This is an optimization exercise on Yosys and OpenROAD, whose aim is small area, a short achievable clock period and few clock cycles per item, not a production implementation. Function was checked by simulation only, so behaviour that the tests miss may differ from the original.

`flow/config.mk`:
```
export PLATFORM = sky130hd
export DESIGN_NAME = cksum
export DESIGN_NICKNAME = cksum
export VERILOG_FILES = /design/flow/design.v
export SDC_FILE = /design/flow/constraint.sdc
export NUM_CORES = 4
export LEC_CHECK = 0
export CAP_MARGIN = 20
export CORE_MARGIN = 2
export CORE_UTILIZATION = 40
export SLEW_MARGIN = 20
```
`flow/constraint.sdc`:
```
create_clock -name core_clock -period 38.0 [get_ports {clk}]
set_input_delay 7.6000 -clock core_clock [delete_from_list [all_inputs] [get_ports {clk}]]
set_output_delay 7.6000 -clock core_clock [all_outputs]
set_load 0.01 [all_outputs]
```
`flow/design.v`:
```
module cksum (
    input  wire        clk,
    input  wire        rst,
    input  wire        in_valid,
    output wire        in_ready,
    input  wire        first,
    input  wire        last,
    input  wire [3:0]  nbytes,
    input  wire [63:0] data,
    output reg         out_valid,
    output wire [31:0] crc,
    output wire [15:0] fl
);
    assign in_ready = 1'b1;
    reg        v_r, f_r, l_r;
    reg [3:0]  n_r;
    reg [63:0] d_r;
    always @(posedge clk) begin
        v_r <= in_valid & ~rst;
        f_r <= first;
        l_r <= last;
        n_r <= nbytes;
        d_r <= data;
    end
    function [31:0] crc_byte(input [31:0] c, input [7:0] b);
        integer r;
        reg [31:0] t;
        begin
            t = c ^ {24'd0, b};
            for (r = 0; r < 8; r = r + 1)
                t = t[0] ? ((t >> 1) ^ 32'hEDB88320) : (t >> 1);
            crc_byte = t;
        end
    endfunction
    function [7:0] rotl(input [7:0] x, input integer k);
        rotl = (x << k) | (x >> (8 - k));
    endfunction
    reg [31:0] c_q;
    reg [7:0]  a_q, b_q;      
    assign crc = c_q;
    assign fl  = {b_q, a_q};
    wire [3:0] n_e = v_r ? n_r : 4'd0;
    wire       f_e = v_r & f_r;
    wire [31:0] c_s = f_e ? 32'd0 : c_q;
    wire [63:0] c_e = d_r ^ {32'd0, c_s};
    wire [127:0] c_sh = {c_e, 64'd0} >> {n_e, 3'b000};
    wire [31:0] c_o = c_s >> {n_e, 3'b000};
    reg  [31:0] c_n;
    integer i;
    always @(*) begin
        c_n = 32'd0;
        for (i = 0; i < 8; i = i + 1)
            c_n = crc_byte(c_n, c_sh[8*i +: 8]);
        c_n = c_n ^ c_o;
    end
    wire [7:0] a_in = f_e ? 8'hFF : a_q;
    wire [7:0] b_in = f_e ? 8'hFF : b_q;
    wire [7:0] dm [0:7];
    genvar g;
    generate
        for (g = 0; g < 8; g = g + 1) begin : msk
            assign dm[g] = (n_e > g) ? d_r[8*g +: 8] : 8'd0;
        end
    endgenerate
    localparam N1 = 9, N2 = 15;
    wire [8*(3*N1)-1:0] q1;
    wire [8*(3*N2)-1:0] q2;
    wire [7:0] a_n, b_n;
    assign q1[0 +: 8] = a_in;
    generate
        for (g = 0; g < 8; g = g + 1) begin : op1
            assign q1[8*(g + 1) +: 8] = dm[g];
        end
        for (g = 0; g < N1 - 2; g = g + 1) begin : csa1
            wire [7:0] x = q1[8*(3*g) +: 8];
            wire [7:0] y = q1[8*(3*g + 1) +: 8];
            wire [7:0] z = q1[8*(3*g + 2) +: 8];
            wire [7:0] c = (x & y) | (x & z) | (y & z);
            assign q1[8*(N1 + 2*g) +: 8]     = x ^ y ^ z;
            assign q1[8*(N1 + 2*g + 1) +: 8] = {c[6:0], c[7]};
        end
    endgenerate
    wire [8:0] t1 = {1'b0, q1[8*(3*(N1-2)) +: 8]} + {1'b0, q1[8*(3*(N1-2)+1) +: 8]};
    assign a_n = t1[7:0] + {7'd0, t1[8]};
    assign q2[8*0  +: 8] = b_in;
    assign q2[8*1  +: 8] = n_e[3] ? rotl(a_n, 3) : (n_e[0] ? a_n : 8'd0);
    assign q2[8*2  +: 8] = n_e[1] ? rotl(a_n, 1) : 8'd0;
    assign q2[8*3  +: 8] = n_e[2] ? rotl(a_n, 2) : 8'd0;
    assign q2[8*4  +: 8] = ~dm[1];
    assign q2[8*5  +: 8] = ~rotl(dm[2], 1);
    assign q2[8*6  +: 8] = ~dm[3];
    assign q2[8*7  +: 8] = ~rotl(dm[3], 1);
    assign q2[8*8  +: 8] = ~rotl(dm[4], 2);
    assign q2[8*9  +: 8] = ~dm[5];
    assign q2[8*10 +: 8] = ~rotl(dm[5], 2);
    assign q2[8*11 +: 8] = ~rotl(dm[6], 1);
    assign q2[8*12 +: 8] = ~rotl(dm[6], 2);
    assign q2[8*13 +: 8] = ~rotl(dm[7], 3);
    assign q2[8*14 +: 8] = dm[7];
    generate
        for (g = 0; g < N2 - 2; g = g + 1) begin : csa2
            wire [7:0] x = q2[8*(3*g) +: 8];
            wire [7:0] y = q2[8*(3*g + 1) +: 8];
            wire [7:0] z = q2[8*(3*g + 2) +: 8];
            wire [7:0] c = (x & y) | (x & z) | (y & z);
            assign q2[8*(N2 + 2*g) +: 8]     = x ^ y ^ z;
            assign q2[8*(N2 + 2*g + 1) +: 8] = {c[6:0], c[7]};
        end
    endgenerate
    wire [8:0] t2 = {1'b0, q2[8*(3*(N2-2)) +: 8]} + {1'b0, q2[8*(3*(N2-2)+1) +: 8]};
    assign b_n = t2[7:0] + {7'd0, t2[8]};
    always @(posedge clk) begin
        if (rst)
            out_valid <= 1'b0;
        else
            out_valid <= v_r & l_r;
        c_q <= c_n;
        a_q <= a_n;
        b_q <= b_n;
    end
endmodule
```
`flow/run.sh`:
```
#!/bin/bash
# synth_recipe.tcl (not shown) runs the flow's synth.tcl, then flattens the netlist and writes it again
# the make line also repeats each setting of config.mk as NAME=value (left out here)
make -C /OpenROAD-flow-scripts/flow DESIGN_CONFIG=/design/flow/config.mk WORK_HOME=/design/flow/orfs CLKGATE_MAP_FILE= SYNTH_SCRIPT=/design/flow/synth_recipe.tcl finish
```
==> out/metrics.yaml <==
status: "timing/DRC/antenna clean"
synth.avg_cell_area_sq_um: 9.71
ys_top_cells_by_area: "fa_1 16%, xnor2_1 13%, dfxtp_1 12%"
critPathSlowestCell: "nor2_1"
wl_per_cell_um: 29.1
drc_errors: 0
rr_worst_depth: 55
yosys_warnings: 1
post-route-period-util_pct: 36.9
initial_core_util_pct: 40.6
io_pins: 123
finalNonFillerCells: 2800
place_congestion: 1.03
detail-route-antenna-nets: 0
max_stage_delay_ns: 0.72
grt_overflow: 0
diodes: 0
setup_tns_ns: 0
rrSetupSlack_ns: 23.99
n_fill_cell: 4631
fp-row-count: 81
postCtsSetupBuffers: 0
via_count: 16321
dp.cells: 2768
cts_hold_buf: 0
fmax_mhz: 71.4
htreeDepth: 4
yosysTopAreaCell: "fa_1"
arrival_ns: 14.35
dieWidth_um: 227
reg2reg_from: "v_r$_DFF_P_"
grt_pass1_wl_mm: 117
fin_nets: 2378
cts_buffers: 17
cp.required_ns: 38.35
hold_viol: 0
cp_max_fo: 37
drt-total-wl_mm: 81.4
min_period_ns: 14.01
tightest_slew_ns: 1.20
syn-cell-area_sq_um: 19900
endpoint_kind: "flop"
yosys.cell_types.count: 95
clock-sinks: 120
drtIter0Drc: 2429
clk_pin_slew_ns: 0.06
ys_ff_latch: 120
startpoint: "v_r$_DFF_P_"
cts_tree: "built"
synthTopCellsByCount: "287 x xnor2_1, 222 x inv_1, 163 x nand2_1, 158 x fa_1, 120 x dfxtp_1"
fin_worst_skew_ns: 0.0201
grt_pass1_vias: 16290
yosys.area.top_type_share_pct: 15.9
numPortBuffers: 121
vias_per_cell: 5.83
cap_violations: 0
antenna_found_initial: 0
slew_headroom_pct: 20.2
rsz0062_at_grt: "no"
dieArea_sq_um: 51400
drv_slew: 0
first_pass_iters: 8
synthArstFlopShare_pct: 0
synth_edf_count: 0
reg2reg_to: "b_q[7]$_DFF_P_"
cp_common_cell: "fa_1"
criticalPathCategory: "reg -> reg"
synth_ff_type: "dfxtp_1"
root_buffer: "clkbuf_16"
die_h_um: 227
whs_ns: 0.459
core-area_sq_um: 49000
drive_gt1_share_pct: 8.15
grt_usage_pct: 32.3
synthCells: 2046
grt_max_degree: 59
synth_nets: 2301
syn_to_final_growth_pct: 12.1
critPathCapture: "b_q[7]$_DFF_P_"
ctsResizeCount: 0
dp_hpwl_mm: 65.7
synth.most_common_cell: "xnor2_1"
max-clock-path-buffers: 2
cp-start-kind: "flop"
insertion_delay_ns: 0.48
min_path_type: "reg -> reg"
ys_seq_area_share_pct: 12.1
setup_viol: 0
## metrics by stage
step / utilization, % / cell area, sq um / setup slack (ns)
6_report: 45.5 / 22300 / 23.99
2_1_floorplan: - / 19900 / 24.43
3_3_place_gp: 44.2 / 21600 / 24.56
4_1_cts: 45.5 / 22300 / 24.22
3_5_place_dp: 44.2 / 21600 / 24.25
5_1_grt: 45.5 / 22300 / 23.19
## worst min-delay path by stage
stage | startpoint | end | slack, ns | cells after the start
final | l_r$_DFF_P_ | out_valid$_SDFF_PP0_ | 0.46 | 2
after floorplan | l_r$_DFF_P_ | out_valid$_SDFF_PP0_ | 0.40 | 2
after global placement | l_r$_DFF_P_ | out_valid$_SDFF_PP0_ | 0.47 | 2
after detailed placement | l_r$_DFF_P_ | out_valid$_SDFF_PP0_ | 0.45 | 2
after global routing | l_r$_DFF_P_ | out_valid$_SDFF_PP0_ | 0.48 | 2
after CTS | l_r$_DFF_P_ | out_valid$_SDFF_PP0_ | 0.46 | 2
## cells in the final DEF (no fill, tap or decap), drive strengths merged, types with 13 or more instances in the layout
cell and n:
xnor2 312, inv 231, nand2 164, fa 158
xnor3 122, clkdlybuf4s50 121, dfxtp 120, xor2 105
nor2 102, o21ai 86, a21oi 83, a22oi 44
mux2i 40, o22ai 31, a21boi 28, nor2b 25
ha 24, and2 24, buf 23, a22o 19
nand3 18, clkbuf 17, nand2b 16, xor3 16
a221oi 15, mux2 14, a21o 13, a31oi 13
o211ai 13, a211oi 13
## worst max-delay path: cells and delay by family, from the launching register on
family	cells	cell delay, ns
and+or+nand+nor	17	3.39
DFF	1	0.31
adders and majority gates	16	6.58
buffers and inverters	6	0.55
AOI/OAI and AO/OA	12	2.31
xor gates and xnor gates	4	0.72
## cells by family (layout without fill, tap and decap cells)
| logic type | count (synthesis) | in the layout | share of synthesized area, % |
|---|---|---|---|
| adders and majority gates | 182 | 182 | 17.4 |
| xor gates and xnor gates | 555 | 555 | 36.6 |
| buffers and inverters | 310 | 400 | 6.45 |
| and+or+nand+nor | 390 | 390 | 8.93 |
| muxes | 60 | 60 | 3.49 |
| DFF | 120 | 120 | 12.1 |
| other | 1 | 1 | 0.0189 |
| AOI/OAI and AO/OA | 428 | 428 | 15.0 |
## layer usage
metal  wire length (um)  track usage, %  share of wire, %
met3               8080            7.94               9.9
met2              34600            47.2                43
met1              35600            45.8                44
met5                  0               0                 0
met4               3040            12.5               3.7
## registers in the layout, indices dropped and copies added (netlist names)
register   count
d_r           64
n_r            4
a_q            8
out_valid      1
b_q            8
c_q           32
v_r            1
l_r            1
f_r            1
## layout make-up
class | count | area, sq um | share of cell area (%)
timing repair buffer | 144 | 1380 | 6.22
clock buffer | 17 | 425 | 1.91
sequential | 120 | 2400 | 10.8
multi-input combinational | 1616 | 16200 | 72.7
tap | 664 | 831 | 3.73
clock inverter | 15 | 181 | 0.815
inverter | 224 | 841 | 3.78
Testbench counts, summed over its fixed seeds: cycles 52,989, bytes 403,081.

## separate check: timing with driven ports
Ports are ideal in the flow. The routed layout listed here was re-timed in OpenROAD.
Step 1 (the two cells are an assumption about what drives the block):
set clk [get_ports {clk}]
set_driving_cell -lib_cell sky130_fd_sc_hd__clkbuf_16 $clk
set_driving_cell -lib_cell sky130_fd_sc_hd__buf_2 [delete_from_list [all_inputs] $clk]
Step 2 adds t to the input delays and takes it off the output delays; t is the mean of the earliest and latest rising clock arrival at the registers after step 1. Input paths then give back, and output paths get back, about the clock's delay inside the block.
Slacks: no drivers / after step 1 / after step 2; pairs: no drivers / after step 1.
t (ns): 0.528
slack for setup (ns): 23.995 / 23.995 / 23.995
worst setup path at the end: register to register
clock arrival spread, ns: 0.020 / 0.020
worst slew at a driven data input, ns: 0.07
After both steps setup and hold are still met in this run. For this run, drivers alone change the setup slack by 0.000 ns; drivers and shift together by 0.000 ns.
